This design comes from an exercise in tuning for small area, a short achievable clock period and few clock cycles on the open sky130 flow, not from production work. In this exercise RTL edits were held to simulation tests only and were not proved equivalent to the original. Power is estimated from default activity; no workload was simulated.

File: flow/config.mk
export PLATFORM = sky130hd
export DESIGN_NAME = pmcct
export DESIGN_NICKNAME = pmcct
export VERILOG_FILES = /design/flow/design.v
export SDC_FILE = /design/flow/constraint.sdc
export NUM_CORES = 4
export LEC_CHECK = 0
export CAP_MARGIN = 20
export CORE_MARGIN = 2
export CORE_UTILIZATION = 40
export PLACE_DENSITY = 0.6
export SLEW_MARGIN = 20
File: flow/design.v
module pmcct (
    input  wire        clk,
    input  wire        rst,
    input  wire        bus_valid,
    input  wire        bus_write,
    input  wire [4:0]  bus_addr,       
    input  wire [31:0] bus_wdata,
    output reg         bus_ready,
    output reg  [31:0] bus_rdata,
    input  wire        env_mckrdy,     
    input  wire        env_locka,      
    input  wire [2:0]  env_pck         
);
    localparam [31:0] F_SLOW_RC   = 32'd32000;
    localparam [31:0] F_SLOW_XTAL = 32'd32768;
    localparam [31:0] F_MAIN_RC   = 32'd8000000;
    localparam [31:0] F_MAIN_XTAL = 32'd12000000;
    localparam integer N_PERIPH   = 16;
    localparam integer SETTLE_ITER = 4;
    localparam [31:0] CFG_MASK    = 32'hFFFFEF80;
    function [7:0] periph_div;
        input [7:0] id;
        begin
            case (id)
                8'd2:  periph_div = 8'd1;
                8'd3:  periph_div = 8'd2;
                8'd4:  periph_div = 8'd4;
                8'd6:  periph_div = 8'd1;
                8'd7:  periph_div = 8'd8;
                8'd8:  periph_div = 8'd3;
                8'd9:  periph_div = 8'd5;
                8'd10: periph_div = 8'd6;
                8'd11: periph_div = 8'd16;
                8'd13: periph_div = 8'd12;
                8'd14: periph_div = 8'd7;
                8'd15: periph_div = 8'd10;
                default: periph_div = 8'd0;
            endcase
        end
    endfunction
    function periph_valid;
        input [7:0] id;
        periph_valid = (id >= 8'd2) && ({24'd0, id} < N_PERIPH);
    endfunction
    localparam [4:0] A_CMD = 5'd0,  A_ARG0 = 5'd1,  A_ARG1 = 5'd2,  A_RESULT = 5'd3,
                     A_FSR = 5'd4,  A_MCKC = 5'd5,  A_SR   = 5'd6,
                     A_MCKR = 5'd8, A_PLLAR = 5'd9, A_CPR  = 5'd10, A_OSCR   = 5'd11,
                     A_PCR = 5'd12, A_PCKENR = 5'd13, A_PCK0 = 5'd14, A_PCK1 = 5'd15,
                     A_PCK2 = 5'd16;
    localparam [7:0] OP_GETMCK = 8'h01, OP_GETCPU = 8'h02, OP_GETSLCK = 8'h03,
                     OP_GETMAINCK = 8'h04, OP_GETPLLA = 8'h05, OP_INVAL = 8'h06,
                     OP_SWMAIN = 8'h10, OP_SWPLL = 8'h11, OP_SWSLCK = 8'h12,
                     OP_SETPRES = 8'h13, OP_SETMDIV = 8'h14, OP_SETPLLADIV2 = 8'h15,
                     OP_SELXSLCK = 8'h16, OP_SELISLCK = 8'h17,
                     OP_SETPLLA = 8'h20, OP_DISPLLA = 8'h21,
                     OP_ENP = 8'h30, OP_DISP = 8'h31, OP_ISENP = 8'h32,
                     OP_GETPCLK = 8'h33, OP_DISALLP = 8'h34,
                     OP_CFGPCK = 8'h40, OP_ENPCK = 8'h41, OP_DISPCK = 8'h42,
                     OP_GETPCK = 8'h43;
    localparam [3:0] C_PERIPH = 4'd1, C_DIVIDER = 4'd2, C_ILLEGAL = 4'd3, C_PCK = 4'd4;
    localparam [1:0] S_IDLE = 2'd0, S_RUN = 2'd1, S_FAULT = 2'd2;
    reg [31:0] cmd_r, arg0, arg1, result, mckcache;
    reg        fsr_fault;
    reg [3:0]  fsr_cause;
    reg [7:0]  fsr_info;
    reg [31:0] mckr, pllar, cpr, oscr, pckenr;
    reg [31:0] pck [0:2];
    reg [6:0]  pcr_sel;
    reg [31:0] pcfg [0:N_PERIPH-1];
    reg        sr_locka, sr_mckrdy;
    reg [2:0]  sr_pckrdy;
    reg [1:0]  state;
    reg [7:0]  op, opa, opb, opc;
    reg [2:0]  step;
    reg        was_slow;
    reg [6:0]  idx;
    reg [2:0]  cnt;
    reg [31:0] t;
    wire [31:0] sr_word = {21'd0, sr_pckrdy, 4'd0, sr_mckrdy, 1'b0, sr_locka, 1'b0};
    wire [31:0] fsr_word = {8'd0, fsr_info, 4'd0, fsr_cause, 7'd0, fsr_fault};
    wire [31:0] f_slow = oscr[0] ? F_SLOW_XTAL : F_SLOW_RC;
    wire [31:0] f_main = oscr[1] ? F_MAIN_XTAL : F_MAIN_RC;
    wire [7:0]  plla_div  = pllar[7:0];
    wire [6:0]  plla_mul  = pllar[24:18];
    wire [31:0] plla_prod = f_main * ({25'd0, plla_mul} + 32'd1);
    wire [31:0] plla_quot = (plla_div == 8'd0) ? 32'd0 : plla_prod / {24'd0, plla_div};
    wire [31:0] f_plla    = mckr[12] ? (plla_quot >> 1) : plla_quot;
    function [31:0] f_src;
        input [2:0] code;
        input [31:0] slow, main, plla;
        case (code)
            3'd0: f_src = slow;
            3'd1: f_src = main;
            3'd2: f_src = plla;
            default: f_src = 32'd0;
        endcase
    endfunction
    wire [31:0] mck_src  = f_src({1'b0, mckr[1:0]}, f_slow, f_main, f_plla);
    wire [2:0]  mck_pres = mckr[6:4];
    wire [31:0] mck_pre  = (mck_pres == 3'd7) ? mck_src : (mck_src >> mck_pres);
    reg  [31:0] mck_compute;
    reg  [31:0] mdiv_factor;
    always @* begin
        case (mckr[9:8])
            2'd0: begin mck_compute = mck_pre;        mdiv_factor = 32'd1; end
            2'd1: begin mck_compute = mck_pre >> 1;   mdiv_factor = 32'd2; end
            2'd2: begin mck_compute = mck_pre >> 2;   mdiv_factor = 32'd4; end
            default: begin mck_compute = mck_pre / 32'd3; mdiv_factor = 32'd3; end
        endcase
    end
    wire [31:0] pck_sel  = pck[opa[1:0]];
    wire [31:0] pck_src  = f_src(pck_sel[2:0], f_slow, f_main, f_plla);
    wire [31:0] pck_freq = pck_src / ({24'd0, pck_sel[11:4]} + 32'd1);
    wire [7:0]  pdiv      = periph_div(opa);
    wire [31:0] pclk_freq = (pdiv == 8'd0) ? 32'd0 : mckcache / {24'd0, pdiv};
    wire [31:0] cpu_freq = mckcache * mdiv_factor;
    wire [31:0] pcr_read = periph_valid({1'b0, pcr_sel}) ? (pcfg[pcr_sel[3:0]] | {25'd0, pcr_sel})
                                                       : {25'd0, pcr_sel};
    wire [31:0] w = bus_wdata;
    reg         dec_legal;
    reg  [3:0]  dec_cause;      
    always @* begin
        dec_legal = 1'b0;
        dec_cause = 4'd0;
        case (w[7:0])
            OP_GETMCK, OP_GETCPU, OP_GETSLCK, OP_GETMAINCK, OP_GETPLLA, OP_INVAL,
            OP_SWMAIN, OP_SWPLL, OP_SWSLCK, OP_SELXSLCK, OP_SELISLCK,
            OP_SETPLLA, OP_DISPLLA, OP_DISALLP:
                dec_legal = (w[31:8] == 24'd0);
            OP_SETPRES: begin
                dec_legal = (w[31:16] == 16'd0);
                if (w[15:8] > 8'd6) dec_cause = C_DIVIDER;
            end
            OP_SETMDIV: begin
                dec_legal = (w[31:16] == 16'd0);
                if (w[15:8] > 8'd3) dec_cause = C_DIVIDER;
            end
            OP_SETPLLADIV2: begin
                dec_legal = (w[31:16] == 16'd0);
                if (w[15:8] > 8'd1) dec_cause = C_DIVIDER;
            end
            OP_ENP, OP_DISP, OP_ISENP, OP_GETPCLK: begin
                dec_legal = (w[31:16] == 16'd0);
                if (!periph_valid(w[15:8])) dec_cause = C_PERIPH;
            end
            OP_CFGPCK: begin
                dec_legal = (w[23:19] == 5'd0);
                if (w[15:8] > 8'd2) dec_cause = C_PCK;
            end
            OP_ENPCK, OP_DISPCK, OP_GETPCK: begin
                dec_legal = (w[31:16] == 16'd0);
                if (w[15:8] > 8'd2) dec_cause = C_PCK;
            end
            default: dec_legal = 1'b0;
        endcase
    end
    wire host_fire  = bus_valid && (state != S_RUN);
    wire host_write = host_fire && bus_write && (state == S_IDLE);
    reg        mckr_we, pllar_we, cpr_we, oscr_we, pcr_we, pckenr_we, result_we, mckc_we;
    reg [31:0] mckr_wv, pllar_wv, cpr_wv, oscr_wv, pcr_wv, pckenr_wv, result_wv, mckc_wv;
    reg        pck_we;
    reg [1:0]  pck_wi;
    reg [31:0] pck_wv;
    reg        start, fault, done;
    reg [2:0]  step_n;
    reg        was_slow_n;
    reg [6:0]  idx_n;
    reg [2:0]  cnt_n;
    reg [31:0] t_n;
    always @* begin
        mckr_we = 1'b0;   mckr_wv = mckr;
        pllar_we = 1'b0;  pllar_wv = pllar;
        cpr_we = 1'b0;    cpr_wv = cpr;
        oscr_we = 1'b0;   oscr_wv = oscr;
        pcr_we = 1'b0;    pcr_wv = 32'd0;
        pckenr_we = 1'b0; pckenr_wv = pckenr;
        result_we = 1'b0; result_wv = result;
        mckc_we = 1'b0;   mckc_wv = mckcache;
        pck_we = 1'b0;    pck_wi = opa[1:0]; pck_wv = 32'd0;
        start = 1'b0; fault = 1'b0; done = 1'b0;
        step_n = step; was_slow_n = was_slow; idx_n = idx; cnt_n = cnt; t_n = t;
        bus_ready = 1'b0;
        if (host_fire) begin
            bus_ready = 1'b1;
            if (host_write) begin
                case (bus_addr)
                    A_CMD: begin
                        if (!dec_legal || dec_cause != 4'd0) fault = 1'b1;
                        else begin
                            start = 1'b1;
                            bus_ready = 1'b0;
                            step_n = 3'd0;
                            idx_n = 7'd2;
                        end
                    end
                    A_MCKR:   begin mckr_we = 1'b1;   mckr_wv = bus_wdata; end
                    A_PLLAR:  begin pllar_we = 1'b1;  pllar_wv = bus_wdata; end
                    A_CPR:    begin cpr_we = 1'b1;    cpr_wv = bus_wdata; end
                    A_OSCR:   begin oscr_we = 1'b1;   oscr_wv = bus_wdata; end
                    A_PCR:    begin pcr_we = 1'b1;    pcr_wv = bus_wdata; end
                    A_PCKENR: begin pckenr_we = 1'b1; pckenr_wv = bus_wdata; end
                    A_PCK0:   begin pck_we = 1'b1; pck_wi = 2'd0; pck_wv = bus_wdata; end
                    A_PCK1:   begin pck_we = 1'b1; pck_wi = 2'd1; pck_wv = bus_wdata; end
                    A_PCK2:   begin pck_we = 1'b1; pck_wi = 2'd2; pck_wv = bus_wdata; end
                    default: ;
                endcase
            end
        end else if (state == S_RUN) begin
            case (op)
                OP_GETMCK, OP_GETCPU: begin
                    if (step == 3'd0) begin
                        if (mckcache == 32'd0) begin mckc_we = 1'b1; mckc_wv = mck_compute; end
                        step_n = 3'd1;
                    end else begin
                        result_we = 1'b1;
                        result_wv = (op == OP_GETMCK) ? mckcache : cpu_freq;
                        done = 1'b1;
                    end
                end
                OP_GETSLCK:   begin result_we = 1'b1; result_wv = f_slow; done = 1'b1; end
                OP_GETMAINCK: begin result_we = 1'b1; result_wv = f_main; done = 1'b1; end
                OP_GETPLLA:   begin result_we = 1'b1; result_wv = f_plla; done = 1'b1; end
                OP_INVAL:     begin mckc_we = 1'b1; mckc_wv = 32'd0; done = 1'b1; end
                OP_SWMAIN, OP_SWPLL, OP_SWSLCK, OP_SETPRES, OP_SETMDIV, OP_SETPLLADIV2: begin
                    if (step == 3'd0) begin
                        mckr_we = 1'b1;
                        case (op)
                            OP_SWMAIN:  mckr_wv = {mckr[31:2], 2'd1};
                            OP_SWPLL:   mckr_wv = {mckr[31:2], 2'd2};
                            OP_SWSLCK:  mckr_wv = {mckr[31:2], 2'd0};
                            OP_SETPRES: mckr_wv = {mckr[31:7], opa[2:0], mckr[3:0]};
                            OP_SETMDIV: mckr_wv = {mckr[31:10], opa[1:0], mckr[7:0]};
                            default:    mckr_wv = {mckr[31:13], opa[0], mckr[11:0]};
                        endcase
                        if (op == OP_SETPLLADIV2 && mckr[12] == opa[0]) begin
                            mckr_we = 1'b0;       
                            done = 1'b1;
                        end
                        step_n = 3'd1;
                    end else if (sr_mckrdy) begin
                        mckc_we = 1'b1; mckc_wv = 32'd0;
                        done = 1'b1;
                    end
                end
                OP_SELXSLCK, OP_SELISLCK: begin
                    case (step)
                        3'd0: begin
                            was_slow_n = (mckr[1:0] == 2'd0);
                            if (mckr[1:0] == 2'd0) begin
                                mckr_we = 1'b1; mckr_wv = {mckr[31:2], 2'd1};
                            end
                            step_n = 3'd1;
                        end
                        3'd1: if (!was_slow || sr_mckrdy) step_n = 3'd2;
                        3'd2: begin
                            oscr_we = 1'b1;
                            oscr_wv = {oscr[31:1], (op == OP_SELXSLCK)};
                            cnt_n = 3'd0;
                            step_n = 3'd3;
                        end
                        3'd3: begin
                            if ({29'd0, cnt} == SETTLE_ITER) step_n = 3'd4;
                            else cnt_n = cnt + 3'd1;
                        end
                        3'd4: begin
                            if (was_slow) begin
                                mckr_we = 1'b1; mckr_wv = {mckr[31:2], 2'd0};
                            end
                            step_n = 3'd5;
                        end
                        default: if (!was_slow || sr_mckrdy) begin
                            mckc_we = 1'b1; mckc_wv = 32'd0;
                            done = 1'b1;
                        end
                    endcase
                end
                OP_SETPLLA: begin
                    case (step)
                        3'd0: begin pllar_we = 1'b1; pllar_wv = arg0; step_n = 3'd1; end
                        3'd1: begin cpr_we = 1'b1; cpr_wv = arg1; step_n = 3'd2; end
                        default: if (sr_locka) begin
                            mckc_we = 1'b1; mckc_wv = 32'd0;
                            done = 1'b1;
                        end
                    endcase
                end
                OP_DISPLLA: begin
                    pllar_we = 1'b1; pllar_wv = {pllar[31:25], 7'd0, pllar[17:0]};
                    mckc_we = 1'b1; mckc_wv = 32'd0;
                    done = 1'b1;
                end
                OP_ENP, OP_DISP, OP_ISENP, OP_DISALLP: begin
                    case (step)
                        3'd0: begin
                            pcr_we = 1'b1;
                            pcr_wv = (op == OP_DISALLP) ? {25'd0, idx} : {24'd0, opa};
                            step_n = 3'd1;
                        end
                        3'd1: begin t_n = pcr_read; step_n = 3'd2; end
                        default: begin
                            case (op)
                                OP_ENP: begin
                                    pcr_we = 1'b1; pcr_wv = t | 32'h10001000;
                                    done = 1'b1;
                                end
                                OP_ISENP: begin
                                    result_we = 1'b1; result_wv = {31'd0, t[28]};
                                    done = 1'b1;
                                end
                                default: begin    
                                    pcr_we = 1'b1; pcr_wv = (t & ~32'h10000000) | 32'h00001000;
                                    if (op == OP_DISP || {25'd0, idx} == N_PERIPH - 1) done = 1'b1;
                                    else begin
                                        idx_n = idx + 7'd1;
                                        step_n = 3'd0;
                                    end
                                end
                            endcase
                        end
                    endcase
                end
                OP_GETPCLK: begin
                    if (step == 3'd0) begin
                        if (pdiv == 8'd0) begin
                            result_we = 1'b1; result_wv = 32'd0;
                            done = 1'b1;
                        end else begin
                            if (mckcache == 32'd0) begin mckc_we = 1'b1; mckc_wv = mck_compute; end
                            step_n = 3'd1;
                        end
                    end else begin
                        result_we = 1'b1; result_wv = pclk_freq;
                        done = 1'b1;
                    end
                end
                OP_CFGPCK, OP_DISPCK: begin
                    case (step)
                        3'd0: begin
                            pckenr_we = 1'b1; pckenr_wv = pckenr & ~(32'd1 << opa[1:0]);
                            step_n = 3'd1;
                        end
                        default: if (!sr_pckrdy[opa[1:0]]) begin
                            if (op == OP_CFGPCK) begin
                                pck_we = 1'b1;
                                pck_wv = {20'd0, opc, 1'b0, opb[2:0]};
                            end
                            done = 1'b1;
                        end
                    endcase
                end
                OP_ENPCK: begin
                    if (step == 3'd0) begin
                        pckenr_we = 1'b1; pckenr_wv = pckenr | (32'd1 << opa[1:0]);
                        step_n = 3'd1;
                    end else if (sr_pckrdy[opa[1:0]]) done = 1'b1;
                end
                OP_GETPCK: begin result_we = 1'b1; result_wv = pck_freq; done = 1'b1; end
                default: done = 1'b1;
            endcase
            bus_ready = done && bus_valid;
        end
    end
    always @* begin
        case (bus_addr)
            A_CMD:    bus_rdata = cmd_r;
            A_ARG0:   bus_rdata = arg0;
            A_ARG1:   bus_rdata = arg1;
            A_RESULT: bus_rdata = result;
            A_FSR:    bus_rdata = fsr_word;
            A_MCKC:   bus_rdata = mckcache;
            A_SR:     bus_rdata = sr_word;
            A_MCKR:   bus_rdata = mckr;
            A_PLLAR:  bus_rdata = pllar;
            A_CPR:    bus_rdata = cpr;
            A_OSCR:   bus_rdata = oscr;
            A_PCR:    bus_rdata = pcr_read;
            A_PCKENR: bus_rdata = pckenr;
            A_PCK0:   bus_rdata = pck[0];
            A_PCK1:   bus_rdata = pck[1];
            A_PCK2:   bus_rdata = pck[2];
            default:  bus_rdata = 32'd0;
        endcase
    end
    integer i;
    always @(posedge clk) begin
        if (rst) begin
            state <= S_IDLE;
            cmd_r <= 32'd0; arg0 <= 32'd0; arg1 <= 32'd0; result <= 32'd0;
            mckcache <= 32'd0;
            fsr_fault <= 1'b0; fsr_cause <= 4'd0; fsr_info <= 8'd0;
            mckr <= 32'd0; pllar <= 32'd0; cpr <= 32'd0; oscr <= 32'd0; pckenr <= 32'd0;
            pck[0] <= 32'd0; pck[1] <= 32'd0; pck[2] <= 32'd0;
            pcr_sel <= 7'd0;
            for (i = 0; i < N_PERIPH; i = i + 1) pcfg[i] <= 32'd0;
            sr_locka <= 1'b0; sr_mckrdy <= 1'b1; sr_pckrdy <= 3'd0;
            op <= 8'd0; opa <= 8'd0; opb <= 8'd0; opc <= 8'd0;
            step <= 3'd0; was_slow <= 1'b0; idx <= 7'd0; cnt <= 3'd0; t <= 32'd0;
        end else begin
            step <= step_n; was_slow <= was_slow_n; idx <= idx_n; cnt <= cnt_n; t <= t_n;
            if (host_write && bus_addr == A_CMD) cmd_r <= bus_wdata;
            if (fault) begin
                state <= S_FAULT;
                fsr_fault <= 1'b1;
                fsr_cause <= dec_legal ? dec_cause : C_ILLEGAL;
                fsr_info  <= dec_legal ? bus_wdata[15:8] : bus_wdata[7:0];
            end else if (start) begin
                state <= S_RUN;
                op <= bus_wdata[7:0]; opa <= bus_wdata[15:8];
                opb <= bus_wdata[23:16]; opc <= bus_wdata[31:24];
            end else if (done) begin
                state <= S_IDLE;
            end
            if (host_write && bus_addr == A_ARG0) arg0 <= bus_wdata;
            if (host_write && bus_addr == A_ARG1) arg1 <= bus_wdata;
            if (result_we) result <= result_wv;
            if (mckc_we)   mckcache <= mckc_wv;
            if (mckr_we)   mckr <= mckr_wv;
            if (pllar_we)  pllar <= pllar_wv;
            if (cpr_we)    cpr <= cpr_wv;
            if (oscr_we)   oscr <= oscr_wv;
            if (pckenr_we) pckenr <= pckenr_wv;
            if (pck_we)    pck[pck_wi] <= pck_wv;
            if (pcr_we) begin
                pcr_sel <= pcr_wv[6:0];
                if (pcr_wv[12] && periph_valid({1'b0, pcr_wv[6:0]}))
                    pcfg[pcr_wv[3:0]] <= pcr_wv & CFG_MASK;
            end
            if (mckr_we)         sr_mckrdy <= 1'b0;
            else if (env_mckrdy) sr_mckrdy <= 1'b1;
            if (pllar_we)        sr_locka <= 1'b0;
            else if (env_locka)  sr_locka <= 1'b1;
            for (i = 0; i < 3; i = i + 1)
                if (env_pck[i]) sr_pckrdy[i] <= pckenr[i];
        end
    end
endmodule
File: flow/run.sh
#!/bin/bash
# synth_recipe.tcl (not shown) runs the flow's synth.tcl, then flattens the netlist and writes it again
# the make line also repeats each setting of config.mk as NAME=value (left out here)
make -C /OpenROAD-flow-scripts/flow DESIGN_CONFIG=/design/flow/config.mk WORK_HOME=/design/flow/orfs CLKGATE_MAP_FILE= SYNTH_SCRIPT=/design/flow/synth_recipe.tcl finish
File: flow/constraint.sdc
create_clock -name core_clock -period 200.0 [get_ports {clk}]
set_input_delay 40.0000 -clock core_clock [delete_from_list [all_inputs] [get_ports {clk}]]
set_output_delay 40.0000 -clock core_clock [all_outputs]
set_load 0.01 [all_outputs]
==> results.json <==
{
  "met2_usage_pct": 42.9,
  "die_area_mm2": 0.265,
  "synth_edf_count": 491,
  "worstPathMaxFanout": 33,
  "crit_top_cell": "o21a_1",
  "ant_nets": 0,
  "switching_share_pct": 64.7,
  "cts_tree": "built",
  "cts-root-buf": "clkbuf_16",
  "dpl.cell_count": 16600,
  "grt_pass1_wl_mm": 578,
  "dp_hpwl_mm": 282,
  "hold_buffers": 0,
  "placed_area_mm2": 0.109,
  "sequentialPower_uw": 204,
  "finClkSkew_ns": 0.0671,
  "rows": 187,
  "drt_iter0_markers": 11300,
  "whs_path_depth": 2,
  "start_util_pct": 40.2,
  "ff2ff_setup_slack_ns": 27.81,
  "routedWlPerCell_um": 22.6,
  "timing.rr.end": "result[0]",
  "die_w_um": 514,
  "grt_pass1_vias": 96000,
  "min-delay-start": "t[8]",
  "worstReg2RegStart": "pllar[18]",
  "min_to": "t[8]",
  "final.period_utilization_pct": 86.1,
  "p_int_mw": 62.8,
  "die-height_um": 514,
  "met1_usage_pct": 38.1,
  "portBuffers": 78,
  "syn-cell-area_mm2": 0.104,
  "critical_path_class": "reg -> reg",
  "hold_class": "reg -> reg",
  "synthTopCellsByArea": "edfxtp_1 (14%), ha_1 (8.8%), dfxtp_1 (8.2%), nor2_1 (6.1%), nand2_1 (5.4%)",
  "synth_top_area_share_pct": 14.1,
  "fin_area_mm2": 0.112,
  "gp_congestion": 0.977,
  "comb_power_mw": 178,
  "clk_latency_ns": 0.77,
  "crit_buf_inv": 117,
  "period_needed_ns": 172.19,
  "maxPowerGroup": "combinational cells",
  "synthTopCellsByCount": "nor2_1 (1705), nand2_1 (1491), a21oi_1 (1065), ha_1 (729), nor3_1 (647)",
  "yosys.area.top_type": "edfxtp_1",
  "cpLargestDelayFamily": "compound AO/OA/AOI/OAI gates",
  "syn_area_per_cell_um2": 7.73,
  "ys_seq_area_share_pct": 22.4,
  "worst_pin_slew_ns": 1.26,
  "htree_levels": 3,
  "cts_buffers": 95,
  "antenna_found_initial": 22,
  "cp-endpoint": "result[0]",
  "netlist_instances": 13500,
  "instances_no_fill": 16800,
  "grt.busiest_layer": "met2",
  "cts_sinks": 920,
  "ys.flop_type": "edfxtp_1",
  "slew_headroom_pct": 15.7,
  "gr-total-overflow": 0,
  "timing.fmax_mhz": 5.81,
  "post-cts-setup-buffer-count": 0,
  "final_hold_viol_count": 0,
  "p_per_area_mw_per_mm2": 1590,
  "status": "finished clean",
  "io_pins": 79,
  "post-route-util_pct": 43.1,
  "slowest_delay_ns": 0.97,
  "async_flop_share_pct": 0,
  "rsz0062_at_grt": "false",
  "p_seq_share_pct": 0.1,
  "required_ns": 200.62,
  "final_nets": 14100,
  "clkPwrFrac_pct": 0.1,
  "area_growth_pct": 7.34,
  "post_cts_resized": 0,
  "wl_mm": 379,
  "critical_path_arrival_ns": 172.81,
  "critPathSlowestCell": "nor2_1",
  "cts.path.max_buffers": 3,
  "drive_gt1_share_pct": 7.66,
  "synth_warnings": 1,
  "vias": 104000,
  "crit_start": "pllar[18]",
  "finalSetupViolations": 0,
  "worstRegToRegCells": 750,
  "max-cap-violations": 0,
  "switchingPower_mw": 115,
  "finalMaxSlewViolations": 0,
  "synth_most_common_cell": "nor2_1",
  "clkTransAtPathRegs_ns": 0.07,
  "ys_ff_latch": 920,
  "dr.pass1.iters": 7,
  "crit_cells": 942,
  "via_per_inst": 6.21,
  "comb_power_share_pct": 99.8,
  "cellLeakagePower_nw": 40.6,
  "ir_drop_mv": 2.63,
  "grt_max_degree": 146,
  "yosysUniqueCellTypes": 160,
  "grt.total_usage_pct": 27.5,
  "cp-end-kind": "flop",
  "core_mm2": 0.259,
  "globalRouteMet3Util_pct": 4.85,
  "final.setup.tns_ns": 0,
  "pg_clk_uw": 174,
  "critPathLaunchType": "flop",
  "drc_errors": 0
}
-- cell type report --
cell class	count	area, µm²
clock buffer	130	2560
clock inverter	48	395
antenna	15	37.5
timing repair buffer	341	2780
fill	26500	147000
sequential	920	23300
inverter	483	1810
tap	3402	4260
multi-input combinational	11400	76700
-- per-stage QoR --
stage / worst slack [ns] / hold slack, ns / power (mW)
5_1_grt: 10.19 / 0.468 / 186
3_3_place_gp: 34.73 / 0.442 / 177
6_report: 27.81 / 0.454 / 178
2_1_floorplan: 51.63 / 0.432 / 172
4_1_cts: 29.70 / 0.454 / 177
3_5_place_dp: 30.28 / 0.446 / 177
-- per-layer routing --
layer	wire length, µm	up-vias
met5	55	-
met4	13700	8
met3	35300	671
met2	164000	4324
met1	166000	49400
li1	-	49700
-- layout by cell type, fill, tap and decap left out, drive strengths merged, types with 133 or more instances in the layout --
cell type and instances:
a21o 169, ha 729, nand3 309, o31ai 174, xnor2 403, o21a 400, nand4 196, a221oi 133
xor2 240, nor3 661, mux2i 215, and2 166, o21ai 604, edfxtp 491, buf 265, nand2 1494
mux2 154, dfxtp 429, inv 482, nor2 1705, nand2b 201, a21oi 1072
-- kinds of logic (layout without fill, tap and decap cells) --
group | Yosys count | after routing | synth area share [%]
flip-flops | 920 | 920 | 22.4
adder cells (fa/ha/maj) | 825 | 825 | 10.4
AO/OA/AOI/OAI | 3852 | 3852 | 25.3
multiplexers | 489 | 489 | 6.34
buffers and inverters | 1177 | 1002 | 4.56
XOR/XNOR | 643 | 643 | 5.43
other | 2 | 65 | 0.00721
AND/OR/NAND/NOR | 5575 | 5575 | 25.6
-- state kept, by name, summed over array words and instances (netlist names), 28 cells and up, named ones only --
name,flops
result,32
pck,107
pcfg,384
mckr,32
mckcache,32
pckenr,28
pllar,32
arg0,32
oscr,32
cmd_r,32
t,31
cpr,32
arg1,32
Testbench counts, summed over its fixed seeds: cycles 10,745.

port drivers added, routing unchanged:
In the flow no input, the clock included, has a driving cell. The finished layout below was timed again as built, in two steps.
Step 1, drivers: a clkbuf_16 drives clk and a buf_2 each remaining input, both assumed.
Step 2 also shifts input and output timing later by t, the mid clock arrival at the registers, as if the neighbouring blocks saw the same clock.
Three values: ideal ports, drivers, drivers and shift; two values: the first two.
t (ns): 0.833
slack for setup (ns): 27.808 / 27.808 / 27.808
worst slew at a driven data input, ns: 0.14
After both steps setup and hold are still met in this run. For this run, drivers alone change the setup slack by 0.000 ns; drivers and shift together by 0.000 ns.
